Background: an optimization exercise with open tools, aiming at small area, a short achievable clock period and few clock cycles per item. Do not read the settings as production practice. In this exercise RTL edits were held to simulation tests only and were not proved equivalent to the original. No activity file was given, so power comes from the tool's default toggle rates.

$ cat design/flow/design.v
module sdf_deframer (
    input  wire       clk,
    input  wire       rst,
    input  wire       in_valid,
    input  wire [7:0] in_data,
    output wire       in_ready,
    output wire       out_valid,
    output wire [1:0] out_kind,
    output wire [7:0] out_data,
    output wire       out_last,
    input  wire       out_ready
);
    localparam integer CAP = 260;
    localparam integer QD  = 12;        
    localparam [1:0] KIND_FRAME   = 2'd0;
    localparam [1:0] KIND_LEN_ERR = 2'd1;
    localparam [1:0] KIND_CK_ERR  = 2'd2;
    localparam [2:0] S_SEEK0 = 3'd0;    
    localparam [2:0] S_SEEK1 = 3'd1;    
    localparam [2:0] S_TYPE  = 3'd2;
    localparam [2:0] S_LEN   = 3'd3;
    localparam [2:0] S_BODY  = 3'd4;    
    localparam [2:0] S_CKH   = 3'd5;
    localparam [2:0] S_CKL   = 3'd6;
    function [9:0] pinc;
        input [9:0] p;
        begin
            if (p[8:0] == CAP - 1)
                pinc = {~p[9], 9'd0};
            else
                pinc = {p[9], p[8:0] + 9'd1};
        end
    endfunction
    function [9:0] pdec;
        input [9:0] p;
        begin
            if (p[8:0] == 9'd0)
                pdec = {~p[9], 9'd259};
            else
                pdec = {p[9], p[8:0] - 9'd1};
        end
    endfunction
    function [8:0] pdist;
        input [9:0] a;
        input [9:0] b;
        begin
            if (a[9] == b[9])
                pdist = a[8:0] - b[8:0];
            else
                pdist = a[8:0] + 9'd260 - b[8:0];
        end
    endfunction
    reg  [7:0] mem [0:CAP-1];
    reg        in_rdy_q;
    reg        in_v;            
    reg  [7:0] in_d;
    reg  [9:0] wn;              
    reg  [2:0] st;
    reg  [9:0] sp;              
    reg  [9:0] cs;              
    reg        b0_55;           
    reg [15:0] sum;
    reg  [7:0] rem;
    reg        ckh_ok;          
    reg        pv55, pvAA;      
    reg        tf_ok;           
    reg  [9:0] tf;              
    reg        own_q;           
    reg        pown_q;          
    reg  [9:0] fp;              
    reg        fv_q;            
    reg        r_v;
    reg  [7:0] r_d;
    reg  [1:0] q_typ [0:QD-1];
    reg  [9:0] q_pos [0:QD-1];
    reg  [QD-1:0] qv;           
    reg        e_act;           
    reg  [9:0] ep;              
    reg  [8:0] occ_q;           
    reg  [2:0] eph;             
    reg  [7:0] erem;            
    reg        c_v;
    reg  [1:0] c_kind;
    reg  [7:0] c_data;
    reg        c_last;
    reg        o_v;
    reg  [1:0] o_kind;
    reg  [7:0] o_data;
    reg        o_last;
    reg        s_v;
    reg  [1:0] s_kind;
    reg  [7:0] s_data;
    reg        s_last;
    assign in_ready  = in_rdy_q;
    assign out_valid = o_v;
    assign out_kind  = o_kind;
    assign out_data  = o_data;
    assign out_last  = o_last;
    reg  [8:0] ra_q;            
    wire [7:0] rbyte = mem[ra_q];
    wire       q_full = qv[QD-1];
    wire       s_go   = !q_full && (own_q ? r_v : in_v);
    wire [7:0] b      = own_q ? r_d : in_d;
    wire b55  = (b == 8'h55);
    wire bAA  = (b == 8'hAA);
    wire pair = (pv55 && bAA) || (pvAA && b55);       
    wire tf_hit = !tf_ok && pair;
    wire [9:0] sp_prev = pdec(sp);
    wire       nest_ok  = tf_ok || pair;
    wire [9:0] nest_pos = tf_ok ? tf : sp_prev;
    wire [9:0] sp_inc = pinc(sp);
    wire [9:0] cs_inc = pinc(cs);
    reg  [2:0] st_nx;
    reg  [9:0] sp_nx;
    reg  [9:0] cs_nx;
    reg        b0_55_nx;
    reg [15:0] sum_nx;
    reg  [7:0] rem_nx;
    reg        ckh_ok_nx;
    reg        tf_ok_nx;
    reg  [9:0] tf_nx;
    reg        jump;            
    reg        push;
    reg  [1:0] push_typ;
    reg  [9:0] push_pos;
    always @(*) begin
        st_nx    = st;
        sp_nx    = sp;
        cs_nx    = cs;
        b0_55_nx = b0_55;
        sum_nx   = sum;
        rem_nx   = rem;
        ckh_ok_nx = ckh_ok;
        tf_ok_nx = tf_ok;
        tf_nx    = tf;
        jump     = 1'b0;
        push     = 1'b0;
        push_typ = KIND_FRAME;
        push_pos = cs;
        if (s_go) begin
            sp_nx = sp_inc;
            if (st != S_SEEK0 && st != S_SEEK1 && tf_hit) begin
                tf_ok_nx = 1'b1;
                tf_nx    = sp_prev;
            end
            case (st)
                S_SEEK0: begin
                    if (b55 || bAA) begin
                        cs_nx    = sp;
                        b0_55_nx = b55;
                        st_nx    = S_SEEK1;
                    end
                end
                S_SEEK1: begin
                    if ((b0_55 && bAA) || (!b0_55 && b55)) begin
                        sum_nx   = (b0_55 ? 16'h0055 : 16'h00AA) + {8'd0, b};
                        tf_ok_nx = 1'b0;
                        st_nx    = S_TYPE;
                    end else if (b55 || bAA) begin
                        cs_nx    = sp;
                        b0_55_nx = b55;
                    end else begin
                        st_nx    = S_SEEK0;
                    end
                end
                S_TYPE: begin
                    sum_nx = sum + {8'd0, b};
                    st_nx  = S_LEN;
                end
                S_LEN: begin
                    if (b < 8'd2) begin
                        push     = 1'b1;
                        push_typ = KIND_LEN_ERR;
                        push_pos = cs_inc;
                        if (nest_ok) begin
                            jump  = 1'b1;
                            sp_nx = nest_pos;
                        end
                        st_nx = S_SEEK0;    
                    end else begin
                        sum_nx = sum + {8'd0, b};
                        rem_nx = b - 8'd1;
                        st_nx  = S_BODY;
                    end
                end
                S_BODY: begin
                    sum_nx = sum + {8'd0, b};
                    rem_nx = rem - 8'd1;
                    if (rem == 8'd1)
                        st_nx = S_CKH;
                end
                S_CKH: begin
                    ckh_ok_nx = (b == sum[15:8]);
                    st_nx     = S_CKL;
                end
                S_CKL: begin
                    push = 1'b1;
                    if (ckh_ok && (b == sum[7:0])) begin
                        push_typ = KIND_FRAME;
                        push_pos = cs;
                        st_nx    = S_SEEK0;
                    end else begin
                        push_typ = KIND_CK_ERR;
                        push_pos = cs_inc;
                        if (nest_ok) begin
                            jump  = 1'b1;
                            sp_nx = nest_pos;
                            st_nx = S_SEEK0;
                        end else if (b55 || bAA) begin
                            cs_nx    = sp;
                            b0_55_nx = b55;
                            st_nx    = S_SEEK1;
                        end else begin
                            st_nx    = S_SEEK0;
                        end
                    end
                end
                default: st_nx = S_SEEK0;
            endcase
        end
    end
    wire e_go   = !s_v;         
    wire q_has  = qv[0];
    wire h_frame = (q_typ[0] == KIND_FRAME);
    reg        pop;
    reg        bt_v;            
    reg  [1:0] bt_kind;
    reg        bt_frame;        
    reg        bt_last;
    reg        e_act_nx;
    reg  [9:0] ep_nx;
    reg  [2:0] eph_nx;
    reg  [7:0] erem_nx;
    always @(*) begin
        pop       = 1'b0;
        bt_v      = 1'b0;
        bt_kind   = KIND_FRAME;
        bt_frame  = 1'b1;
        bt_last   = 1'b0;
        e_act_nx  = e_act;
        ep_nx     = ep;
        eph_nx    = eph;
        erem_nx   = erem;
        if (e_go) begin
            if (e_act) begin
                if (!pown_q) begin
                    bt_v  = 1'b1;
                    ep_nx = pinc(ep);
                    if (eph == 3'd5) begin
                        erem_nx = erem - 8'd1;
                        if (erem == 8'd1) begin
                            bt_last  = 1'b1;
                            e_act_nx = 1'b0;
                        end
                    end else begin
                        eph_nx = eph + 3'd1;
                        if (eph == 3'd4)
                            erem_nx = s_data;      
                    end
                end
            end else if (q_has) begin
                if (h_frame) begin
                    if (!pown_q) begin
                        pop      = 1'b1;
                        bt_v     = 1'b1;
                        e_act_nx = 1'b1;
                        ep_nx    = pinc(q_pos[0]);
                        eph_nx   = 3'd1;
                    end
                end else begin
                    pop      = 1'b1;
                    bt_v     = 1'b1;
                    bt_kind  = q_typ[0];
                    bt_frame = 1'b0;
                    bt_last  = 1'b1;
                end
            end
        end
    end
    wire [7:0] bt_data = bt_frame ? rbyte : 8'd0;
    wire       a_free  = !o_v || out_ready;
    wire       a_v     = s_v || bt_v;
    wire [1:0] a_kind  = s_v ? s_kind : bt_kind;
    wire [7:0] a_data  = s_v ? s_data : bt_data;
    wire       a_last  = s_v ? s_last : bt_last;
    wire [9:0] s_need = (st == S_SEEK0) ? sp : cs;
    wire [9:0] hp     = e_act ? ep : (q_has ? q_pos[0] : s_need);
    wire       acc    = in_valid && in_rdy_q;
    wire [9:0] wn_nx  = in_v ? pinc(wn) : wn;
    wire [8:0] occ    = pdist(wn_nx, hp);
    wire occ_ok = in_v ? (acc ? (occ_q <= 9'd257) : (occ_q <= 9'd258))
                       : (acc ? (occ_q <= 9'd258) : (occ_q <= 9'd259));
    wire q_ok = push ? !qv[QD-3] : !qv[QD-2];
    wire       rmode_nx = jump || (s_go ? (sp_inc != wn_nx) : (sp != wn_nx));
    wire rdy_nx   = !rmode_nx && q_ok && occ_ok;
    wire f_room = !r_v || (s_go && own_q);
    wire f_go   = pown_q && fv_q && (fp != wn) && f_room;
    wire [9:0] fp_pre = f_go ? pinc(fp) : fp;
    wire [9:0] fp_nx  = (!own_q || jump) ? sp_nx : fp_pre;
    wire       pown_nx = own_q && !q_full;
    wire       fv_nx   = own_q && !jump;
    wire [9:0] qh_nx = pop ? (qv[1] ? q_pos[1] : cs)
                           : (qv[0] ? q_pos[0] : cs);
    wire [9:0] ra_pos = pown_nx ? fp_pre : (e_act_nx ? ep_nx : qh_nx);
    wire [8:0] ra_nx  = ra_pos[8:0];
    integer i;
    always @(posedge clk) begin
        in_d <= in_data;
        if (in_v)
            mem[wn[8:0]] <= in_d;
        if (f_go)
            r_d <= rbyte;
        o_kind <= a_free ? a_kind : c_kind;
        o_data <= a_free ? a_data : c_data;
        o_last <= a_free ? a_last : c_last;
        if (!(o_v && !out_ready)) begin
            c_kind <= a_kind;
            c_data <= a_data;
            c_last <= a_last;
        end
        if (bt_v) begin
            s_kind <= bt_kind;
            s_data <= bt_data;
            s_last <= bt_last;
        end
        ckh_ok <= ckh_ok_nx;
        sum <= sum_nx;
        rem <= rem_nx;
        b0_55 <= b0_55_nx;
        cs <= cs_nx;
        tf <= tf_nx;
        ep <= ep_nx;
        eph <= eph_nx;
        erem <= erem_nx;
        ra_q <= ra_nx;
        if (s_go && st != S_SEEK0) begin
            pv55 <= b55;
            pvAA <= bAA;
        end
        for (i = 0; i < QD; i = i + 1) begin
            if (push && (pop ? (qv[i] && (i == QD - 1 || !qv[(i+1) % QD]))
                             : (!qv[i] && (i == 0 || qv[(i+QD-1) % QD])))) begin
                q_typ[i] <= push_typ;
                q_pos[i] <= push_pos;
            end else if (pop) begin
                if (i < QD - 1) begin
                    q_typ[i] <= q_typ[i+1];
                    q_pos[i] <= q_pos[i+1];
                end
            end
        end
    end
    always @(posedge clk) begin
        if (rst) begin
            in_rdy_q <= 1'b0;
            in_v     <= 1'b0;
            wn       <= 10'd0;
            st       <= S_SEEK0;
            sp       <= 10'd0;
            tf_ok    <= 1'b0;
            own_q    <= 1'b0;
            pown_q   <= 1'b0;
            fp       <= 10'd0;
            r_v      <= 1'b0;
            qv       <= {QD{1'b0}};
            fv_q     <= 1'b0;
            occ_q    <= 9'd0;
            e_act    <= 1'b0;
            o_v      <= 1'b0;
            c_v      <= 1'b0;
            s_v      <= 1'b0;
        end else begin
            in_rdy_q <= rdy_nx;
            in_v     <= acc;
            wn       <= wn_nx;
            st       <= st_nx;
            sp       <= sp_nx;
            tf_ok    <= tf_ok_nx;
            own_q    <= rmode_nx;
            pown_q   <= pown_nx;
            fp       <= fp_nx;
            if (jump || !own_q)
                r_v <= 1'b0;
            else if (f_go)
                r_v <= 1'b1;
            else if (s_go)
                r_v <= 1'b0;
            if (push && !pop)
                qv <= {qv[QD-2:0], 1'b1};
            else if (pop && !push)
                qv <= {1'b0, qv[QD-1:1]};
            fv_q     <= fv_nx;
            occ_q    <= occ;
            e_act    <= e_act_nx;
            o_v      <= a_free ? a_v : c_v;
            if (!(o_v && !out_ready))
                c_v <= a_v;
            s_v      <= (s_v || bt_v) && !a_free;
        end
    end
endmodule
$ cat design/flow/flow/run.sh
#!/bin/bash
set -euo pipefail
MARGIN=$(cat flow/margin.txt)
CTS="-sink_clustering_enable -repair_clock_nets -dont_use_dummy_load $(cat flow/cts_args.txt)"
bash standard.sh SETUP_SLACK_MARGIN="$MARGIN" CTS_ARGS="$CTS" finish > flow_make.log 2>&1
$ cat design/flow/flow/cts_args.txt
-sink_clustering_size 25 -sink_clustering_max_diameter 70
$ cat design/flow/flow/margin.txt
7.1
$ cat design/flow/standard.sh
#!/bin/bash
# synth_recipe.tcl (not shown) runs the flow's synth.tcl, then flattens the netlist and writes it again
# the make line also repeats each setting of config.mk as NAME=value (left out here)
make -C /OpenROAD-flow-scripts/flow DESIGN_CONFIG=/design/flow/config.mk WORK_HOME=/design/flow/orfs CLKGATE_MAP_FILE= SYNTH_SCRIPT=/design/flow/synth_recipe.tcl "${@:-finish}"
$ cat design/flow/config.mk
export PLATFORM = sky130hd
export DESIGN_NAME = sdf_deframer
export DESIGN_NICKNAME = sdf_deframer
export VERILOG_FILES = /design/flow/design.v
export SDC_FILE = /design/flow/constraint.sdc
export NUM_CORES = 4
export LEC_CHECK = 0
export CAP_MARGIN = 20
export CORE_MARGIN = 2
export CORE_UTILIZATION = 65
export PLACE_DENSITY = 0.75
export SETUP_SLACK_MARGIN = 5
export SLEW_MARGIN = 20
export TNS_END_PERCENT = 100
$ cat design/flow/constraint.sdc
create_clock -name core_clock -period 10.0 [get_ports {clk}]
set_input_delay 2.0000 -clock core_clock [delete_from_list [all_inputs] [get_ports {clk}]]
set_output_delay 2.0000 -clock core_clock [all_outputs]
set_load 0.01 [all_outputs]
==> results of run 1 <==
==> power by group through the flow <==
stage                     clock, W  sequential, W  combinational, W
final                      0.00538         0.0112           0.00328
after global routing       0.00569         0.0112           0.00333
after CTS                  0.00536         0.0112           0.00299
after detailed placement         0         0.0115           0.00217
after global placement           0         0.0114           0.00214
after floorplan                  0         0.0114           0.00142
==> layout make-up <==
cell class | count | area, um^2
inverter | 90 | 364
tap | 2030 | 2540
multi-input combinational | 2883 | 30200
antenna | 4 | 10.0
timing repair buffer | 516 | 6900
clock buffer | 131 | 3280
sequential | 2416 | 71700
fill | 7926 | 36500
==> critical path: stages, from the launching register on <==
cell,delay [ns]
dfxtp_4,0.42
nand2b_2,0.28
a211oi_2,0.23
buf_4,0.27
inv_8,0.22
o21ai_0,0.77
nand2_1,0.14
nand3_1,0.15
mux2i_1,0.15
mux2i_1,0.55
==> final timing paths <==
check,slack (ns),depth (start not counted),end,start
worst min-delay path,0.48,2,o_data[3],c_data[3]
worst max register to register,6.57,9,register,e_act
worst max-delay path,6.57,9,register,e_act
worst min register to register,0.48,2,o_data[3],c_data[3]
==> routing by layer <==
metal  track usage (%)  vias to the layer above  share of wire [%]
met5                 0                        -              0.030
met4              17.0                       10                5.7
met3              11.1                      979                 15
met2              54.7                     5062                 45
met1              52.2                    30200                 34
li1                  -                    23244                  -
==> sequential cells by signal (all words and copies together), names as in the netlist, 12 cells and up, named ones only <==
name,flops
qv,12
mem,2080
sum,16
q_pos,120
q_typ,24
==> cells by family (layout without fill, tap and decap cells) <==
| kind of cell | after synthesis | in the layout | synth area share [%] |
|---|---|---|---|
| mux | 675 | 675 | 13.1 |
| xor+xnor | 109 | 109 | 0.993 |
| fa+ha+maj | 57 | 57 | 0.758 |
| simple gates | 1276 | 1295 | 5.91 |
| compound gates | 747 | 747 | 4.84 |
| other cells | 0 | 4 | 0 |
| flops | 2416 | 2416 | 72.4 |
| buf+inv | 424 | 737 | 1.99 |
==> repair_timing <==
action,in CTS,in global routing
endpoints found under the setup margin,2260,2138
buffers inserted,226,88
pin swaps,147,165
gates cloned,51,31
resized for setup,1025,409
==> per-stage QoR <==
| step | std cells | area [um^2] | hold WS, ns |
|---|---|---|---|
| 6_report | 8070 | 115000 | 0.476 |
| 5_1_grt | 8066 | 115000 | 0.500 |
| 2_1_floorplan | 5704 | 99400 | 0.406 |
| 3_3_place_gp | 7537 | 101000 | 0.441 |
| 3_5_place_dp | 7537 | 101000 | 0.459 |
| 4_1_cts | 7945 | 112000 | 0.464 |
==> layout by cell type (no fill, tap or decap), types with 35 or more instances in the layout <==
cell type     n
buf_16       60
o22ai_1      54
nand2_1     342
a21oi_1      96
mux2i_1     108
xnor2_1      67
nand3_1      68
o21ai_0      70
nor2_2      195
nor2_4       48
buf_6        81
inv_1        54
mux4_2      488
xor2_1       35
a22oi_1      35
dfxtp_1      61
buf_4       250
nor2_1      205
a21oi_2      36
edfxtp_1   2314
clkbuf_16   143
o21ai_2     100
mux2_2       39
o21ai_1      48
nor3_1       50
buf_12       68
==> impl_metrics.csv, run 1 <==
group,metric,value,unit
die,core,151000,um^2
setup_path,cp.arrival,4.06,ns
die,io_pins,25,
logic_synthesis,netlist_instances,5704,
placement,io_buffers,24,
sta,fin_ws,6.57,ns
cells_and_area,finalCoreUtilization,75.9,%
detailed_routing,via_per_inst,7.37,
grt,grt.total_usage,37.2,%
logic_synthesis,ys_types,103,
detailed_routing,ant_nets,0,
logic_synthesis,yosysMostFrequentCell,"edfxtp_1",
setup_path,worstPathMaxFanout,36,
clock_tree,cts_tree,"done",
die,fp.dieH,394,um
sta,skew,0.0628,ns
setup_path,path_class,"register to register",
logic_synthesis,ys_seq_elements,2416,
grt,antenna_found_initial,5,
sta,hold_viol_final,0,
placement,gp_congestion,0.912,
logic_synthesis,yosysTopAreaCell,"edfxtp_1",
die,rows,143,
power,pwr-share-comb,16.5,%
detailed_routing,wirelength,298000,um
detailed_routing,remaining_drc_errors,0,
status,status,"no timing/DRC/antenna violations",
grt,grt_pass1_vias,56340,
clock_tree,numCtsBuffers,131,
sta,min_period,3.43,ns
power,p_int,0.0149,W
clock_tree,cts_buffer_depth,3,
sta,worst-slew-pin-transition,1.27,ns
cells_and_area,drive_gt1_share,34.1,%
detailed_routing,drt-initial-drc-count,9853,
sta,max_slew_margin,14.3,%
logic_synthesis,synth-edff-count,2314,
job,maxCapViolations,0,
placement,dp_slack,4.73,ns
sta,min_period_over_period,34.3,%
setup_path,cp.required,10.63,ns
setup_path,startpoint_type,"register",
power,clkPwrFrac,27.1,%
power,power_density,173,nW/um^2
logic_synthesis,synth_common_cells,"edfxtp_1, mux4_2, nor2_1",
placement,dp_hpwl,162000,um
grt,grt-ovfl-total,0,
power,p_sw_share,25.1,%
clock_tree,cts.sinks,2416,
sta,fin_tns_setup,0,ns
power,p_total,0.0199,W
sta,slew_viol_final,0,
sta,fmax,0.292,GHz
die,die_width,394,um
power,p_leak,36.5,nW
worst_hold_path,hold_path.class,"register to register",
clock_tree,root_buffer,"clkbuf_16",
logic_synthesis,async_flop_share,0,%
sta,setup-violations-final,0,
cells_and_area,fin_nets,6106,
clock_tree,cts_hold_buffers,0,
power,seq_power_share,56.4,%
die,initial_core_util,65.2,%
clock_tree,path_clk_slew,0.10,ns
setup_path,critPathCaptureType,"register",
detailed_routing,wl_per_cell,37.0,um
die,dieArea,155000,um^2
cells_and_area,syn_to_final_growth,16.4,%
power,vdd_drop_max,193,uV
grt,grt_max_degree,153,
logic_synthesis,synth_top_area_share,70.4,%
logic_synthesis,synthesis.area,98800,um^2
logic_synthesis,syn-num-nets,5772,
logic_synthesis,yosys_warnings,3,
logic_synthesis,ys.flop_type,"edfxtp_1",
sta,rsz0062_at_grt,"true",
logic_synthesis,syn_area_per_cell,17.3,um^2
logic_synthesis,yosysSeqAreaShare,72.4,%
detailed_routing,via_count,59495,
clock_tree,htreeDepth,4,
detailed_routing,first_pass_iters,7,
grt,grt_pass1_wl,409000,um
logic_synthesis,yosys-top-cells-area,"edfxtp_1, mux4_2, dfxtp_1",
clock_tree,insertion_delay,0.80,ns
power,switchingPower,0.00498,W
Testbench counts, summed over its fixed seeds: cycles 33,943, bytes 32,412.
==> inputs of run 2 (changes only) <==
--- a/design/flow/design.v
+++ b/design/flow/design.v
@@ -247,7 +247,7 @@
                     bt_v  = 1'b1;
                     ep_nx = pinc(ep);
-                    if (eph == 3'd5) begin
+                    if (eph == 3'd4) begin
                         erem_nx = erem - 8'd1;
-                        if (erem == 8'd1) begin
+                        if (erem == 8'd0) begin
                             bt_last  = 1'b1;
                             e_act_nx = 1'b0;
@@ -255,6 +255,6 @@
                     end else begin
                         eph_nx = eph + 3'd1;
-                        if (eph == 3'd4)
-                            erem_nx = s_data;      
+                        if (eph == 3'd3)
+                            erem_nx = rbyte;       
                     end
                 end
==> design/flow/flow/cts_args.txt (replaced) <==
-sink_clustering_size 30 -sink_clustering_max_diameter 60
==> design/flow/flow/margin.txt (replaced) <==
7.0
==> impl_metrics.csv, run 2 <==
group,metric,value,unit
clock_tree,insertion_delay,0.83,ns
sta,slew_viol_final,0,
grt,antenna_found_initial,2,
logic_synthesis,syn-num-nets,5523,
power,p_sw_share,30.9,%
status,status,"no timing/DRC/antenna violations",
sta,max_slew_margin,19.4,%
sta,fin_tns_setup,0,ns
grt,grt_max_degree,194,
cells_and_area,fin_nets,5717,
worst_hold_path,hp-start,"c_data[3]",
die,dieArea,154000,um^2
sta,hold_viol_final,0,
logic_synthesis,async_flop_share,0,%
logic_synthesis,synth_common_cells,"edfxtp_1, mux4_2, nor2_1",
setup_path,startpoint_type,"register",
detailed_routing,wirelength,257000,um
grt,grt_pass1_vias,52364,
logic_synthesis,ys_seq_elements,2416,
logic_synthesis,yosysMostFrequentCell,"edfxtp_1",
setup_path,reg2reg_to,"erem[0]",
logic_synthesis,synth_top_area_share,71.0,%
logic_synthesis,ys_types,91,
job,maxCapViolations,0,
logic_synthesis,netlist_instances,5457,
setup_path,path_cells,"buf_12, buf_16, buf_12, buf_12, buf_16, mux4_2, mux4_2, mux2i_2, nand2_2, o31ai_2, nand2_2, a21oi_4, mux2i_1",
sta,worst-slew-pin-transition,1.21,ns
setup_path,critPathCaptureType,"register",
power,clkPwrFrac,21.3,%
worst_hold_path,hold_path_depth,2,
setup_path,crit_buf_inv,5,
sta,fmax,0.299,GHz
setup_path,slowest_delay,0.50,ns
die,die_width,392,um
clock_tree,root_buffer,"clkbuf_16",
clock_tree,cts_buffer_depth,3,
setup_path,cp.arrival,3.87,ns
grt,grt_pass1_wl,362000,um
power,seq_power_share,44.1,%
logic_synthesis,synthesis.area,97900,um^2
setup_path,cpMostUsedCell,"buf_12",
power,pwr-share-comb,34.6,%
detailed_routing,first_pass_iters,6,
sta,hold_slack,0.457,ns
detailed_routing,drt-initial-drc-count,7913,
logic_synthesis,synth-edff-count,2314,
setup_path,rr_worst_depth,13,
sta,min_period_over_period,33.5,%
logic_synthesis,yosys_warnings,3,
placement,gp_congestion,0.904,
detailed_routing,wl_per_cell,33.5,um
setup_path,path_class,"register to register",
clock_tree,numCtsBuffers,142,
detailed_routing,via_per_inst,7.05,
die,initial_core_util,65.4,%
placement,dp_hpwl,142000,um
setup_path,cp.required,10.52,ns
grt,grt.total_usage,33.0,%
cells_and_area,syn_to_final_growth,13.3,%
power,p_int,0.0181,W
die,fp.dieH,392,um
power,switchingPower,0.00808,W
power,vdd_drop_max,233,uV
sta,min_period,3.35,ns
die,rows,142,
setup_path,crit_slowest_cell,"mux4_2",
detailed_routing,remaining_drc_errors,0,
cells_and_area,final_common_cell,"edfxtp_1",
placement,io_buffers,24,
detailed_routing,ant_nets,0,
logic_synthesis,yosys-top-cells-area,"edfxtp_1, mux4_2, dfxtp_1",
logic_synthesis,yosysTopAreaCell,"edfxtp_1",
sta,setup-violations-final,0,
setup_path,reg2reg_slack,6.65,ns
cells_and_area,drive_gt1_share,30.6,%
sta,skew,0.0698,ns
logic_synthesis,syn_area_per_cell,17.9,um^2
clock_tree,path_clk_slew,0.09,ns
logic_synthesis,yosysSeqAreaShare,73.1,%
die,io_pins,25,
grt,grt-ovfl-total,0,
power,p_leak,34.9,nW
detailed_routing,via_count,54062,
setup_path,worstPathMaxFanout,8,
worst_hold_path,min_to,"o_data[3]",
clock_tree,cts.sinks,2416,
logic_synthesis,ys.flop_type,"edfxtp_1",
clock_tree,cts_tree,"done",
die,core,150000,um^2
worst_hold_path,hold_path.class,"register to register",
clock_tree,htreeDepth,4,
sta,rsz0062_at_grt,"true",
power,power_density,236,nW/um^2
cells_and_area,final_cell_mix,"edfxtp_1, mux4_2, nand2_1",
cells_and_area,largest_reg_flops,2080,
setup_path,critical-path-top-delay-family,"multiplexers",
[run 2: repair_timing]
item | CTS | global route
pin swaps | 104 | 100
gates resized for setup | 592 | 341
setup endpoints to repair | 1693 | 1886
buffers inserted | 139 | 82
hold buffers | 0 | 0
gates cloned | 39 | 11
[run 2: worst max path at each step]
| stage | endpoint | start | depth (start not counted) |
|---|---|---|---|
| after floorplan | q_pos[8][8] | in_d[1] | 13 |
| after global placement | erem[3] | register | 10 |
| after detailed placement | erem[3] | register | 10 |
| after CTS | out_data[0] | o_data[0] | 1 |
| after global routing | erem[0] | register | 13 |
| final | erem[0] | register | 13 |
[run 2: final cells by class]
| type | instances | area, um^2 |
|---|---|---|
| sequential | 2416 | 71700 |
| antenna | 2 | 5.00 |
| multi-input combinational | 2626 | 27500 |
| tap | 2016 | 2520 |
| fill | 8426 | 38700 |
| timing repair buffer | 374 | 5260 |
| inverter | 91 | 365 |
| clock buffer | 142 | 3550 |
[run 2: metal layers]
layer	wire, um	part of all wire [%]	GRT usage, %
met5	0	0	0
met4	11600	4.5	12.4
met3	30200	12	6.71
met1	92900	36	47.2
met2	122000	48	51.4
[run 2: worst register-to-register path, delay by kind of cell, from the launching register on]
| kind | cells | cell delay [ns] |
|---|---|---|
| buffers and inverters | 5 | 0.72 |
| and+or+nand+nor | 2 | 0.24 |
| AOI/OAI and AO/OA | 2 | 0.39 |
| DFF | 1 | 0.38 |
| muxes | 4 | 1.36 |
[run 2: logic make-up (layout without fill, tap and decap cells)]
logic type | count (synthesis) | after routing | synth area share, %
other | 0 | 2 | 0
XOR/XNOR | 105 | 105 | 0.940
buffers and inverters | 418 | 607 | 1.84
flip-flops | 2416 | 2416 | 73.1
adder cells (fa/ha/maj) | 56 | 56 | 0.749
multiplexers | 670 | 670 | 13.8
AO/OA/AOI/OAI | 704 | 704 | 4.59
AND/OR/NAND/NOR | 1088 | 1091 | 4.97
[run 2: metrics by stage]
step | power [W] | util, % | cell area (um^2) | worst slack (ns) | cells
2_1_floorplan | 0.0164 | - | 98600 | 6.45 | 5457
3_3_place_gp | 0.0183 | 67.2 | 100000 | 5.05 | 7244
3_5_place_dp | 0.0184 | 67.3 | 101000 | 5.04 | 7250
4_1_cts | 0.0254 | 72.5 | 109000 | 6.64 | 7570
5_1_grt | 0.0268 | 74.1 | 111000 | 6.61 | 7665
6_report | 0.0262 | 74.1 | 111000 | 6.65 | 7667
[run 2: power by group through the flow]
stage	sequential, W	clock (W)	combinational [W]
finish	0.0115	0.00557	0.00905
global route	0.0115	0.00591	0.00934
CTS	0.0115	0.00557	0.00828
detailed placement	0.0119	0	0.00650
global placement	0.0119	0	0.00643
floorplan	0.0117	0	0.00473
Testbench counts of run 2, summed over its fixed seeds: cycles 33,943, bytes 32,412.
==> inputs of run 3 (changes only) <==
==> design/flow/flow/margin.txt (replaced) <==
6.8
==> impl_metrics.csv, run 3 <==
group,metric,value,unit
status,status,"no timing/DRC/antenna violations",
grt,antenna_found_initial,5,
sta,slew_viol_final,0,
logic_synthesis,synth_compound_area_share,4.59,%
sta,rsz0062_at_grt,"true",
logic_synthesis,ys_seq_elements,2416,
grt,grt_max_degree,261,
die,fp.dieH,392,um
detailed_routing,via_per_inst,7.05,
sta,min_period,3.44,ns
clock_tree,cts.sinks,2416,
power,p_sw_share,30.6,%
logic_synthesis,yosysTopAreaCell,"edfxtp_1",
power,clkPwrFrac,21.6,%
power,seq_power_share,45.0,%
logic_synthesis,async_flop_share,0,%
sta,hold_slack,0.464,ns
sta,max_slew_margin,16.2,%
detailed_routing,drt-initial-drc-count,8194,
power,p_int,0.0178,W
power,switchingPower,0.00783,W
clock_tree,root_buffer,"clkbuf_16",
cells_and_area,syn_to_final_growth,11.1,%
cells_and_area,final_common_cell,"edfxtp_1",
setup_path,path_class,"register to register",
clock_tree,htreeDepth,4,
sta,worst-slew-pin-transition,1.26,ns
logic_synthesis,ys.flop_type,"edfxtp_1",
die,dieArea,154000,um^2
logic_synthesis,yosysMostFrequentCell,"edfxtp_1",
cells_and_area,n_antenna_cell,0,
cells_and_area,seqCellArea,71700,um^2
logic_synthesis,synth_common_cells,"edfxtp_1, mux4_2, nor2_1",
cells_and_area,fillers,8721,
power,pwr-share-comb,33.4,%
cells_and_area,fin_nets,5622,
logic_synthesis,yosysSeqAreaShare,73.1,%
cells_and_area,largest_reg_flops,2080,
sta,skew,0.0643,ns
sta,hold_viol_final,0,
logic_synthesis,yosys-top-cells-area,"edfxtp_1, mux4_2, dfxtp_1",
logic_synthesis,synth_top_area_share,71.0,%
logic_synthesis,synthSimpleGateAreaFrac,4.97,%
detailed_routing,first_pass_iters,6,
die,rows,142,
placement,place_inst,7242,
die,initial_core_util,65.4,%
sta,fmax,0.291,GHz
logic_synthesis,synthesis.area,97900,um^2
power,p_leak,34.1,nW
die,core,150000,um^2
sta,fin_ws,6.56,ns
die,die_width,392,um
clock_tree,numCtsBuffers,141,
die,io_pins,25,
setup_path,worstPathMaxFanout,16,
logic_synthesis,synth-edff-count,2314,
placement,gp_congestion,0.885,
power,vdd_drop_max,200,uV
cells_and_area,final_cell_mix,"edfxtp_1, mux4_2, nor2_1",
detailed_routing,wl_per_cell,32.9,um
logic_synthesis,synthAdderAreaFrac,0.749,%
sta,min_period_over_period,34.4,%
placement,dp_hpwl,140000,um
sta,setup-violations-final,0,
logic_synthesis,ys_types,91,
setup_path,cp.required,10.41,ns
logic_synthesis,yosys_warnings,3,
logic_synthesis,netlist_instances,5457,
clock_tree,insertion_delay,0.82,ns
clock_tree,cts_tree,"done",
power,power_density,236,nW/um^2
setup_path,startpoint_type,"register",
placement,io_buffers,24,
detailed_routing,ant_nets,0,
job,maxCapViolations,0,
grt,grt-ovfl-total,0,
detailed_routing,wirelength,249000,um
clock_tree,cts_buffer_depth,3,
sta,fin_tns_setup,0,ns
setup_path,critPathCaptureType,"register",
cells_and_area,drive_gt1_share,26.0,%
grt,grt_pass1_wl,358000,um
detailed_routing,remaining_drc_errors,0,
logic_synthesis,syn-num-nets,5523,
cells_and_area,multiInputGateArea,26700,um^2
logic_synthesis,synthXorXnorAreaFrac,0.940,%
detailed_routing,via_count,53396,
power,p_total,0.0256,W
logic_synthesis,syn_area_per_cell,17.9,um^2
placement,dp_slack,5.05,ns
grt,grt_pass1_vias,51659,
setup_path,cp.arrival,3.85,ns
clock_tree,path_clk_slew,0.08,ns
worst_hold_path,hold_path.class,"register to register",
logic_synthesis,muxShareOfSynthArea,13.8,%
logic_synthesis,synth_top_family_by_area,"multiplexers",
grt,grt.total_usage,32.5,%
cells_and_area,finalNonFillerCells,7570,
run 3: cell counts after synthesis:
No cell type changed its count.
run 3: final timing paths:
check             startpoint          to  slack (ns)  depth (start not counted)
setup / recovery       wn[5]  mem[62][3]        6.56                          3
hold / removal     c_data[0]   o_data[0]        0.46                          2
setup reg to reg       wn[5]  mem[62][3]        6.56                          3
hold reg to reg    c_data[0]   o_data[0]        0.46                          2
run 3: timing repair:
item / 4_1_cts / 5_1_grt
setup endpoints to repair: 1082 / 1186
hold buffers: 0 / 0
gates resized for setup: 453 / 204
setup buffers: 106 / 36
cloned: 35 / 7
pin swaps: 51 / 54
hold endpoints to repair: 0 / 0
run 3: layer usage:
| layer | GRT usage (%) | wire, um | up-vias |
|---|---|---|---|
| met5 | 0 | 23 | - |
| met4 | 10.2 | 8460 | 4 |
| met2 | 50.4 | 118000 | 3506 |
| li1 | - | - | 21874 |
| met3 | 6.67 | 29400 | 503 |
| met1 | 47.5 | 92800 | 27509 |
run 3: per-stage QoR:
step | instance area (um^2) | util, %
final | 109000 | 72.7
after detailed placement | 100000 | 67.1
after CTS | 107000 | 71.9
after global routing | 109000 | 72.7
after floorplan | 98400 | -
after global placement | 100000 | 67.1
run 3: cell families after synthesis:
logic type / count (synthesis)
buffers and inverters: 418
adder cells (fa/ha/maj): 56
flip-flops: 2416
XOR/XNOR: 105
AND/OR/NAND/NOR: 1088
multiplexers: 670
AO/OA/AOI/OAI: 704
run 3: worst max-delay path: stages, from the launching register on:
cell     delay [ns]
dfxtp_1        0.67
nor2b_1        0.44
nand3_1        0.86
nor2_1         1.09
run 3: area by class of cell:
class                      instances  share of cell area, %
timing repair buffer             279                   3.72
sequential                      2416                   65.9
tap                             2016                   2.32
clock buffer                     141                   3.24
inverter                          91                  0.327
multi-input combinational       2627                   24.5
run 3: power groups by stage:
stage / Sequential [W] / Combinational [W] / Clock, W
floorplan: 0.0117 / 0.00472 / 0
global placement: 0.0118 / 0.00653 / 0
detailed placement: 0.0118 / 0.00657 / 0
CTS: 0.0115 / 0.00807 / 0.00554
global route: 0.0115 / 0.00890 / 0.00586
finish: 0.0115 / 0.00857 / 0.00553
==> inputs of run 4 (changes only) <==
==> design/flow/flow/cts_args.txt (replaced) <==
-sink_clustering_size 25 -sink_clustering_max_diameter 70
==> design/flow/flow/margin.txt (replaced) <==
7.1
==> impl_metrics.csv, run 4 <==
group,metric,value,unit
die,dieArea,154000,um^2
clock_tree,cts_tree,"done",
cells_and_area,final_common_cell,"edfxtp_1",
setup_path,startpoint_type,"register",
grt,grt-ovfl-total,0,
status,status,"no timing/DRC/antenna violations",
setup_path,reg2reg_to,"q_pos[11][2]",
cells_and_area,finalCoreUtilization,75.7,%
grt,grt_max_degree,104,
detailed_routing,via_count,55300,
cells_and_area,final_cell_mix,"edfxtp_1, mux4_2, nand2_1",
logic_synthesis,ys_seq_elements,2416,
sta,skew,0.0777,ns
logic_synthesis,ys_types,91,
clock_tree,path_clk_slew,0.09,ns
detailed_routing,drt-initial-drc-count,7593,
placement,dp_hpwl,144000,um
worst_hold_path,hold_path.class,"register to register",
job,maxCapViolations,0,
clock_tree,numCtsBuffers,121,
placement,gp_congestion,0.915,
cells_and_area,fin_nets,5802,
clock_tree,htreeDepth,3,
sta,fmax,0.299,GHz
cells_and_area,drive_gt1_share,34.8,%
clock_tree,cts_hold_buffers,0,
setup_path,crit_buf_inv,8,
clock_tree,cts.sinks,2416,
power,switchingPower,0.00812,W
detailed_routing,ant_nets,0,
cells_and_area,fillers,7984,
sta,max_slew_margin,14.9,%
grt,antenna_found_initial,9,
logic_synthesis,synthesis.area,97900,um^2
die,initial_core_util,65.4,%
setup_path,path_class,"register to register",
setup_path,reg2reg_slack,6.65,ns
logic_synthesis,netlist_instances,5457,
logic_synthesis,synth_common_cells,"edfxtp_1, mux4_2, nor2_1",
setup_path,path_cells,"buf_12, mux2i_4, inv_4, ha_4, nor4b_4, a31oi_4, o21a_4, and4_4, buf_12, buf_8, a22oi_2, buf_6, buf_12, buf_6, inv_2",
logic_synthesis,yosysMostFrequentCell,"edfxtp_1",
setup_path,rr_worst_depth,15,
power,vdd_drop_max,205,uV
cells_and_area,syn_to_final_growth,15.7,%
logic_synthesis,synth_top_area_share,71.0,%
detailed_routing,wirelength,265000,um
logic_synthesis,yosysSeqAreaShare,73.1,%
detailed_routing,wl_per_cell,34.2,um
setup_path,timing.rr.start,"own_q",
die,io_pins,25,
sta,min_period_over_period,33.5,%
die,rows,142,
die,fp.dieH,392,um
logic_synthesis,ys.flop_type,"edfxtp_1",
power,power_density,229,nW/um^2
placement,io_buffers,24,
clock_tree,insertion_delay,0.81,ns
logic_synthesis,syn-num-nets,5523,
grt,grt.total_usage,33.6,%
sta,hold_viol_final,0,
setup_path,slowest_delay,0.42,ns
worst_hold_path,min_to,"o_data[4]",
worst_hold_path,hp-start,"c_data[4]",
worst_hold_path,hold_path_depth,2,
setup_path,cp.arrival,3.88,ns
setup_path,crit_slowest_cell,"dfxtp_4",
cells_and_area,largest_reg_flops,2080,
setup_path,worstPathMaxFanout,6,
sta,worst-slew-pin-transition,1.27,ns
sta,fin_tns_setup,0,ns
logic_synthesis,yosys-top-cells-area,"edfxtp_1, mux4_2, dfxtp_1",
detailed_routing,via_per_inst,7.13,
logic_synthesis,async_flop_share,0,%
logic_synthesis,synth-edff-count,2314,
logic_synthesis,syn_area_per_cell,17.9,um^2
power,seq_power_share,44.3,%
clock_tree,cts_buffer_depth,3,
setup_path,cp.required,10.54,ns
die,core,150000,um^2
power,p_leak,35.6,nW
die,die_width,392,um
setup_path,critical-path-top-delay-family,"buffers and inverters",
power,p_int,0.0178,W
detailed_routing,first_pass_iters,6,
sta,rsz0062_at_grt,"true",
power,pwr-share-comb,36.0,%
power,clkPwrFrac,19.7,%
clock_tree,root_buffer,"clkbuf_16",
detailed_routing,remaining_drc_errors,0,
logic_synthesis,yosysTopAreaCell,"edfxtp_1",
sta,min_period,3.35,ns
sta,setup-violations-final,0,
placement,place_inst,7250,
cells_and_area,finalNonFillerCells,7754,
power,p_sw_share,31.3,%
setup_path,cpMostUsedCell,"buf_12",
grt,grt_pass1_vias,53391,
setup_path,cp.depth,15,
setup_path,critPathCaptureType,"register",
logic_synthesis,yosys_warnings,3,
grt,grt_pass1_wl,369000,um
sta,slew_viol_final,0,
-- run 4: power groups by stage --
| stage | sequential [W] | clock [W] | combinational (W) |
|---|---|---|---|
| after CTS | 0.0115 | 0.00510 | 0.00861 |
| final | 0.0115 | 0.00512 | 0.00933 |
| after detailed placement | 0.0118 | 0 | 0.00657 |
| after floorplan | 0.0117 | 0 | 0.00474 |
| after global routing | 0.0115 | 0.00544 | 0.00964 |
| after global placement | 0.0118 | 0 | 0.00649 |
-- run 4: area by class of cell --
| type | instances | area, um^2 | area share [%] |
|---|---|---|---|
| clock buffers | 121 | 3030 | 2.67 |
| flip-flops and latches | 2416 | 71600 | 63.3 |
| inverters | 91 | 383 | 0.338 |
| multi-input cells | 2664 | 29600 | 26.1 |
| diodes | 4 | 10.0 | 0.00884 |
| well taps | 2016 | 2520 | 2.23 |
| repair buffers | 442 | 6080 | 5.37 |
-- run 4: timing repair --
| item | CTS | global route |
|---|---|---|
| setup endpoints to repair | 2261 | 1813 |
| gates cloned | 56 | 28 |
| gates resized for setup | 886 | 432 |
| buffers inserted | 217 | 77 |
| pin swaps | 183 | 172 |
-- run 4: metal layers --
layer	up-vias	global-route usage, %	share of wire [%]
met5	-	0	0.0094
met4	4	11.8	4.3
met3	640	7.50	12
met2	3729	52.3	48
met1	28595	47.7	36
li1	22332	-	-
-- run 4: worst max-delay path by stage --
stage	from	endpoint	slack (ns)
6_report	own_q	q_pos[11][2]	6.65
5_1_grt	own_q	q_pos[3][1]	6.58
4_1_cts	o_data[1]	out_data[1]	6.70
2_1_floorplan	in_d[1]	q_pos[8][8]	6.45
3_3_place_gp	register	erem[1]	5.05
3_5_place_dp	register	erem[7]	5.02
-- run 4: kinds of logic after synthesis --
family,share of synthesized area [%]
flip-flops,73.1
AND/OR/NAND/NOR,4.97
AO/OA/AOI/OAI,4.59
multiplexers,13.8
buffers and inverters,1.84
XOR/XNOR,0.940
adder cells (fa/ha/maj),0.749
-- run 4: per-stage QoR --
stage                     cell area, um^2  worst slack, ns  hold WS, ns  power (W)
final                              113000             6.65        0.471     0.0259
after global routing               113000             6.58        0.494     0.0266
after CTS                          110000             6.70        0.472     0.0252
after detailed placement           101000             5.02        0.455     0.0184
after global placement             101000             5.05        0.447     0.0183
after floorplan                     98600             6.45        0.406     0.0164
-- run 4: worst reg2reg max path, delay by kind of cell (launching register included) --
kind            cells  cell delay [ns]
buf+inv             8             0.94
compound gates      3             0.59
simple gates        2             0.54
flops               1             0.42
mux                 1             0.37
fa+ha+maj           1             0.24
==> inputs of run 5 (changes only) <==
==> design/flow/flow/cts_args.txt (replaced) <==
-sink_clustering_size 30 -sink_clustering_max_diameter 60
==> design/flow/flow/margin.txt (replaced) <==
7.0
--- a/design/flow/config.mk
+++ b/design/flow/config.mk
@@ -8,6 +8,6 @@
 export CAP_MARGIN = 20
 export CORE_MARGIN = 2
-export CORE_UTILIZATION = 65
-export PLACE_DENSITY = 0.75
+export CORE_UTILIZATION = 68
+export PLACE_DENSITY = 0.78
 export SETUP_SLACK_MARGIN = 5
 export SLEW_MARGIN = 20
==> impl_metrics.csv, run 5 <==
group,metric,value,unit
status,status,"no timing/DRC/antenna violations",
detailed_routing,via_count,55172,
clock_tree,cts_hold_buffers,0,
logic_synthesis,ys_types,91,
detailed_routing,wl_met1,92100,um
detailed_routing,wl_met3,34300,um
detailed_routing,remaining_drc_errors,0,
detailed_routing,wl_per_cell,35.8,um
logic_synthesis,yosys_warnings,3,
detailed_routing,first_pass_iters,10,
setup_path,cp.required,10.55,ns
logic_synthesis,synthesis.area,97900,um^2
setup_path,crit_slowest_cell,"mux4_2",
logic_synthesis,yosysTopAreaCell,"edfxtp_1",
sta,slew_viol_final,0,
sta,skew,0.0633,ns
cells_and_area,syn_to_final_growth,12.5,%
cells_and_area,finalInstanceArea,110000,um^2
cells_and_area,drive_gt1_share,29.0,%
sta,min_period,3.39,ns
setup_path,critPathCaptureType,"register",
logic_synthesis,ys.flop_type,"edfxtp_1",
logic_synthesis,syn_area_per_cell,17.9,um^2
sta,hold_viol_final,0,
sta,fmax,0.295,GHz
setup_path,slowest_delay,0.59,ns
sta,worst-slew-pin-transition,1.32,ns
sta,setup-violations-final,0,
clock_tree,cts.sinks,2416,
detailed_routing,wirelength,269000,um
setup_path,critical-path-top-delay-family,"multiplexers",
power,p_leak,34.7,nW
detailed_routing,via_per_inst,7.34,
cells_and_area,final_common_cell,"edfxtp_1",
logic_synthesis,synth_common_cells,"edfxtp_1, mux4_2, nor2_1",
grt,antenna_found_initial,9,
logic_synthesis,yosysSeqAreaShare,73.1,%
logic_synthesis,synth-edff-count,2314,
detailed_routing,ant_nets,0,
cells_and_area,fin_nets,5679,
setup_path,cpMostUsedCell,"buf_12",
die,initial_core_util,68.3,%
sta,max_slew_margin,11.4,%
power,vdd_drop_max,237,uV
grt,grt_pass1_vias,53722,
cells_and_area,fillers,7358,
die,core,143000,um^2
setup_path,cp.arrival,3.95,ns
die,dieArea,147000,um^2
clock_tree,path_clk_slew,0.10,ns
die,io_pins,25,
cells_and_area,largest_reg_flops,2080,
power,power_density,236,nW/um^2
grt,grt_pass1_wl,378000,um
detailed_routing,top_layer,"met5",
clock_tree,numCtsBuffers,139,
worst_hold_path,hold_path.class,"register to register",
logic_synthesis,syn-num-nets,5523,
setup_path,path_class,"register to register",
cells_and_area,multiInputGateArea,27600,um^2
logic_synthesis,netlist_instances,5457,
logic_synthesis,synth_top_area_share,71.0,%
cells_and_area,seqCellArea,71700,um^2
setup_path,startpoint_type,"register",
grt,grt.total_usage,36.3,%
detailed_routing,drt-initial-drc-count,8857,
grt,grt_max_degree,110,
sta,min_period_over_period,33.9,%
sta,fin_tns_setup,0,ns
job,maxCapViolations,0,
placement,io_buffers,24,
die,fp.dieH,383,um
clock_tree,insertion_delay,0.82,ns
cells_and_area,final_cell_mix,"edfxtp_1, mux4_2, nor2_1",
logic_synthesis,ys_seq_elements,2416,
grt,grt-ovfl-total,0,
clock_tree,cts_tree,"done",
clock_tree,htreeDepth,4,
logic_synthesis,async_flop_share,0,%
die,die_width,383,um
clock_tree,cts_buffer_depth,3,
setup_path,crit_buf_inv,8,
die,rows,139,
clock_tree,root_buffer,"clkbuf_16",
sta,rsz0062_at_grt,"true",
setup_path,worstPathMaxFanout,6,
setup_path,path_cells,"buf_12, buf_12, buf_16, buf_16, buf_12, buf_8, buf_16, buf_12, mux4_2, mux4_2, o21ai_2, nor2_4, a21oi_4, mux2i_1",
logic_synthesis,yosys-top-cells-area,"edfxtp_1, mux4_2, dfxtp_1",
worst_hold_path,hp-start,"c_data[4]",
logic_synthesis,yosysMostFrequentCell,"edfxtp_1",
placement,gp_congestion,0.912,
placement,dpl-instance-area,100000,um^2
placement,dp_hpwl,141000,um
detailed_routing,wl_met2,129000,um
run 5: cell type report:
type	count	area share [%]
sequential	2416	65.1
antenna	2	0.00454
clock buffer	139	3.16
multi-input combinational	2626	25.0
tap	1903	2.16
timing repair buffer	339	4.23
inverter	91	0.340
run 5: where the power goes:
group	internal, W	switching (W)	leakage, nW
Combinational	0.00403	0.00479	11.3
Clock	0.00247	0.00306	1.71
Sequential	0.0113	0.000279	21.7
Total	0.0178	0.00813	34.7
run 5: kinds of logic (layout without fill, tap and decap cells):
logic type	after synthesis	count (layout)	synth area share, %
AOI/OAI and AO/OA	704	704	4.59
xor gates and xnor gates	105	105	0.940
adders and majority gates	56	56	0.749
buffers and inverters	418	569	1.84
DFF	2416	2416	73.1
muxes	670	670	13.8
other	0	2	0
and+or+nand+nor	1088	1091	4.97
run 5: layer usage:
layer / track usage (%) / up-vias
met3: 8.12 / 790
met1: 50.2 / 27954
met2: 57.5 / 4405
li1: - / 22015
met5: 0 / -
met4: 14.4 / 8
run 5: through the flow:
step	std cells	utilization, %	power, W	hold slack [ns]	setup WS (ns)
after floorplan	5457	-	0.0164	0.406	6.45
after global placement	7138	70.1	0.0182	0.450	5.27
after detailed placement	7138	70.1	0.0183	0.456	5.32
after CTS	7455	75.6	0.0254	0.471	6.59
after global routing	7514	76.9	0.0265	0.481	6.53
final	7516	76.9	0.0259	0.476	6.61
run 5: final timing paths:
check	slack (ns)	to	depth (start not counted)
setup / recovery	6.61	erem[1]	14
hold / removal	0.48	o_data[4]	2
setup reg to reg	6.61	erem[1]	14
hold reg to reg	0.48	o_data[4]	2
run 5: worst register-to-register path: stages, from the launching register on:
cell and delay, ns:
dfxtp_4 0.37, buf_12 0.13, buf_12 0.12, buf_16 0.12, buf_16 0.16, buf_12 0.13, buf_8 0.12, buf_16 0.16
buf_12 0.12, mux4_2 0.51, mux4_2 0.59, o21ai_2 0.21, nor2_4 0.09, a21oi_4 0.21, mux2i_1 0.12
run 5: timing repair:
item | CTS | global route
gates resized for setup | 575 | 308
cloned | 42 | 6
setup buffers | 136 | 52
pin swaps | 86 | 77
setup endpoints to repair | 1611 | 1244
==> inputs of run 6 (changes only) <==
--- a/design/flow/design.v
+++ b/design/flow/design.v
@@ -51,5 +51,9 @@
         end
     endfunction
-    reg  [7:0] mem [0:CAP-1];
+    reg  [7:0] mb0 [0:63];
+    reg  [7:0] mb1 [0:63];
+    reg  [7:0] mb2 [0:63];
+    reg  [7:0] mb3 [0:63];
+    reg  [7:0] mb4 [0:CAP-257];
     reg        in_rdy_q;
     reg        in_v;            
@@ -97,6 +101,10 @@
     assign out_data  = o_data;
     assign out_last  = o_last;
-    reg  [8:0] ra_q;            
-    wire [7:0] rbyte = mem[ra_q];
+    reg  [4:0] ra_bk;
+    reg  [5:0] ra_o0, ra_o1, ra_o2, ra_o3;
+    reg  [1:0] ra_o4;
+    wire [7:0] rbyte = ({8{ra_bk[0]}} & mb0[ra_o0]) | ({8{ra_bk[1]}} & mb1[ra_o1]) |
+                       ({8{ra_bk[2]}} & mb2[ra_o2]) | ({8{ra_bk[3]}} & mb3[ra_o3]) |
+                       ({8{ra_bk[4]}} & mb4[ra_o4]);
     wire       q_full = qv[QD-1];
     wire       s_go   = !q_full && (own_q ? r_v : in_v);
@@ -308,5 +316,11 @@
         in_d <= in_data;
         if (in_v)
-            mem[wn[8:0]] <= in_d;
+            case (wn[8:6])
+                3'd0:    mb0[wn[5:0]] <= in_d;
+                3'd1:    mb1[wn[5:0]] <= in_d;
+                3'd2:    mb2[wn[5:0]] <= in_d;
+                3'd3:    mb3[wn[5:0]] <= in_d;
+                default: mb4[wn[1:0]] <= in_d;
+            endcase
         if (f_go)
             r_d <= rbyte;
@@ -333,5 +347,10 @@
         eph <= eph_nx;
         erem <= erem_nx;
-        ra_q <= ra_nx;
+        ra_bk <= 5'd1 << ra_nx[8:6];
+        ra_o0 <= (ra_nx[8:6] == 3'd0) ? ra_nx[5:0] : 6'd0;
+        ra_o1 <= (ra_nx[8:6] == 3'd1) ? ra_nx[5:0] : 6'd0;
+        ra_o2 <= (ra_nx[8:6] == 3'd2) ? ra_nx[5:0] : 6'd0;
+        ra_o3 <= (ra_nx[8:6] == 3'd3) ? ra_nx[5:0] : 6'd0;
+        ra_o4 <= (ra_nx[8:6] == 3'd4) ? ra_nx[1:0] : 2'd0;
         if (s_go && st != S_SEEK0) begin
             pv55 <= b55;
--- a/design/flow/config.mk
+++ b/design/flow/config.mk
@@ -8,6 +8,6 @@
 export CAP_MARGIN = 20
 export CORE_MARGIN = 2
-export CORE_UTILIZATION = 68
-export PLACE_DENSITY = 0.78
+export CORE_UTILIZATION = 65
+export PLACE_DENSITY = 0.75
 export SETUP_SLACK_MARGIN = 5
 export SLEW_MARGIN = 20
==> impl_metrics.csv, run 6 <==
group,metric,value,unit
logic_synthesis,async_flop_share,0,%
detailed_routing,wl_met2,126000,um
die,io_pins,25,
cells_and_area,final_cell_mix,"edfxtp_1, mux4_2, nor2_1",
setup_path,critical-path-top-delay-family,"compound AO/OA/AOI/OAI gates",
logic_synthesis,ys_types,100,
logic_synthesis,yosys_warnings,3,
clock_tree,cts_tree,"done",
sta,setup-violations-final,0,
detailed_routing,top_layer,"met5",
die,rows,143,
logic_synthesis,yosys-top-cells-area,"edfxtp_1, mux4_2, dfxtp_1",
job,maxCapViolations,0,
sta,fin_ws,6.38,ns
power,p_sw_share,24.5,%
setup_path,cp.arrival,4.18,ns
detailed_routing,wirelength,272000,um
sta,worst-slew-pin-transition,1.17,ns
logic_synthesis,yosysSeqAreaShare,72.4,%
clock_tree,htreeDepth,4,
detailed_routing,via_per_inst,7.14,
power,vdd_drop_max,218,uV
sta,fmax,0.276,GHz
logic_synthesis,yosysTopAreaCell,"edfxtp_1",
sta,min_period,3.62,ns
grt,grt.total_usage,34.2,%
placement,dp_hpwl,157000,um
cells_and_area,final_common_cell,"edfxtp_1",
detailed_routing,wl_met3,34300,um
sta,max_slew_margin,21.9,%
setup_path,reg2reg_slack,6.38,ns
detailed_routing,via_count,55931,
detailed_routing,drt-initial-drc-count,8276,
setup_path,crit_slowest_cell,"a222oi_1",
status,status,"no timing/DRC/antenna violations",
setup_path,crit_buf_inv,3,
sta,min_period_over_period,36.2,%
sta,skew,0.0917,ns
setup_path,path_cells,"buf_16, buf_12, mux4_2, a22oi_2, nand4_1, a222oi_1, nand4_1, buf_6, mux2_4",
detailed_routing,wl_met1,97200,um
power,clkPwrFrac,27.7,%
logic_synthesis,yosysMostFrequentCell,"edfxtp_1",
logic_synthesis,synth_top_area_share,69.9,%
clock_tree,path_clk_slew,0.10,ns
clock_tree,insertion_delay,0.81,ns
sta,hold_slack,0.448,ns
cells_and_area,fillers,8461,
die,dieArea,156000,um^2
clock_tree,cts_hold_buffers,0,
cells_and_area,finalCoreUtilization,73.6,%
setup_path,critPathCaptureType,"register",
detailed_routing,wl_per_cell,34.7,um
power,p_int,0.0151,W
power,p_total,0.0201,W
placement,dp_slack,4.97,ns
logic_synthesis,syn-num-nets,5655,
sta,rsz0062_at_grt,"true",
setup_path,slowest_delay,0.75,ns
setup_path,path_class,"register to register",
setup_path,cp.required,10.56,ns
logic_synthesis,ys_seq_elements,2438,
power,seq_power_share,57.2,%
setup_path,worstPathMaxFanout,7,
logic_synthesis,synth_common_cells,"edfxtp_1, mux4_2, nor2_1",
die,fp.dieH,395,um
die,initial_core_util,65.4,%
power,power_density,180,nW/um^2
sta,slew_viol_final,0,
setup_path,cpMostUsedCell,"nand4_1",
sta,hold_viol_final,0,
power,pwr-share-comb,15.1,%
die,die_width,395,um
logic_synthesis,netlist_instances,5588,
clock_tree,root_buffer,"clkbuf_16",
logic_synthesis,syn_area_per_cell,17.8,um^2
grt,grt_max_degree,202,
cells_and_area,fin_nets,5868,
grt,grt_pass1_vias,53065,
detailed_routing,remaining_drc_errors,0,
sta,fin_tns_setup,0,ns
placement,gp_congestion,0.945,
clock_tree,numCtsBuffers,140,
placement,io_buffers,24,
cells_and_area,drive_gt1_share,30.0,%
grt,grt_pass1_wl,380000,um
detailed_routing,ant_nets,0,
worst_hold_path,hold_path.class,"register to register",
cells_and_area,syn_to_final_growth,12.4,%
grt,antenna_found_initial,7,
power,switchingPower,0.00492,W
logic_synthesis,synth-edff-count,2314,
power,p_leak,34.5,nW
die,core,152000,um^2
clock_tree,cts_buffer_depth,3,
logic_synthesis,synthesis.area,99400,um^2
clock_tree,cts.sinks,2438,
logic_synthesis,ys.flop_type,"edfxtp_1",
grt,grt-ovfl-total,0,
setup_path,startpoint_type,"register",
detailed_routing,first_pass_iters,6,
==> run 6: changes by cell type in the layout (fill, tap and decap cells not counted), sizes merged, moves of 17 or more <==
cell	before	now
nand2	309	358
nor2	455	497
buf	314	355
a22oi	101	64
nand3	87	53
o21ai	229	201
mux2i	120	145
dfxtp	102	124
nor2b	17	34
nor3	45	62
==> run 6: area by class of cell <==
cell class	instances	area, um^2	share of cell area [%]
Sequential cell	2438	72100	64.5
Antenna cell	6	15.0	0.0134
Clock buffer	140	3500	3.14
Inverter	88	350	0.314
Multi-Input combinational cell	2749	28500	25.5
Timing Repair Buffer	384	4720	4.22
Tap cell	2030	2540	2.27
==> run 6: metrics by stage <==
stage               std cells  instance area (um^2)
detailed placement       7410                102000
global placement         7408                102000
CTS                      7762                110000
finish                   7835                112000
floorplan                5588                 99900
global route             7830                112000
==> run 6: power by group through the flow <==
stage	clock network, W	registers, W	logic [W]
finish	0.00556	0.0115	0.00302
global placement	0	0.0117	0.00224
CTS	0.00556	0.0115	0.00281
floorplan	0	0.0117	0.00157
detailed placement	0	0.0117	0.00228
global route	0.00589	0.0115	0.00314
==> run 6: final timing paths <==
path | to | cells past startpoint | start
worst max-delay path | erem[2] | 9 | register
worst min-delay path | o_data[5] | 2 | c_data[5]
worst min register to register | o_data[5] | 2 | c_data[5]
worst max register to register | erem[2] | 9 | register
==> run 6: layer usage <==
| metal | GRT usage [%] | up-vias |
|---|---|---|
| met2 | 51.4 | 3946 |
| met4 | 14.9 | 4 |
| met3 | 8.40 | 661 |
| met1 | 48.7 | 28728 |
| met5 | 0 | - |
| li1 | - | 22592 |
==> run 6: cell families after synthesis <==
family	count (synthesis)	share of synthesized area, %
compound gates	664	4.33
buf+inv	408	1.93
fa+ha+maj	56	0.748
flops	2438	72.4
mux	709	14.2
xor+xnor	98	0.877
simple gates	1215	5.57
==> run 6: worst min-delay path, cell delays in order, from the launching register on <==
cell and delay [ns]:
edfxtp_1 0.33, a21oi_1 0.08, o21ai_2 0.05
==> run 6: repair_timing <==
item	4_1_cts	5_1_grt
gates resized for setup	663	400
cloned	35	7
setup endpoints to repair	2149	1494
setup buffers	177	60
pin swaps	130	180
Testbench counts of run 6, summed over its fixed seeds: cycles 33,943, bytes 32,412.

## separate check: timing with driven ports
How much do the figures lean on ideal ports? The routed layouts below were timed once more, with nothing changed but the port constraints.
Step 1, drivers: a clkbuf_16 drives clk and a buf_2 each remaining input, both assumed.
Step 2 moves the port delays by t, midway between the first and last clock arrival at a register: inputs arrive t later, outputs are due t later. That takes back most of the time a late clock gives input paths.
Three values: ideal, step 1, step 2; two values: the first two.
run | t (ns) | slack for setup (ns) | hold slack, ns | latest minus earliest clock arrival (ns) | worst data-port slew with drivers (ns)
run 1 | 0.866 | 6.570 / 6.554 / 6.235 | 0.476 / 0.476 / 0.476 | 0.070 / 0.070 | 0.03
run 2 | 0.869 | 6.652 / 6.577 / 6.257 | 0.457 / 0.457 / 0.457 | 0.086 / 0.086 | 0.03
run 3 | 0.856 | 6.559 / 6.559 / 6.112 | 0.464 / 0.464 / 0.464 | 0.094 / 0.094 | 0.03
run 4 | 0.852 | 6.650 / 6.638 / 6.234 | 0.471 / 0.471 / 0.471 | 0.086 / 0.086 | 0.03
run 5 | 0.887 | 6.606 / 6.536 / 6.172 | 0.476 / 0.476 / 0.476 | 0.079 / 0.079 | 0.03
run 6 | 0.845 | 6.378 / 6.378 / 6.151 | 0.448 / 0.448 / 0.448 | 0.093 / 0.093 | 0.08
After both steps setup and hold are still met in every run listed. The setup slack of run 3, which loses most, moves by 0.000 ns with the drivers and by -0.447 ns with both steps.
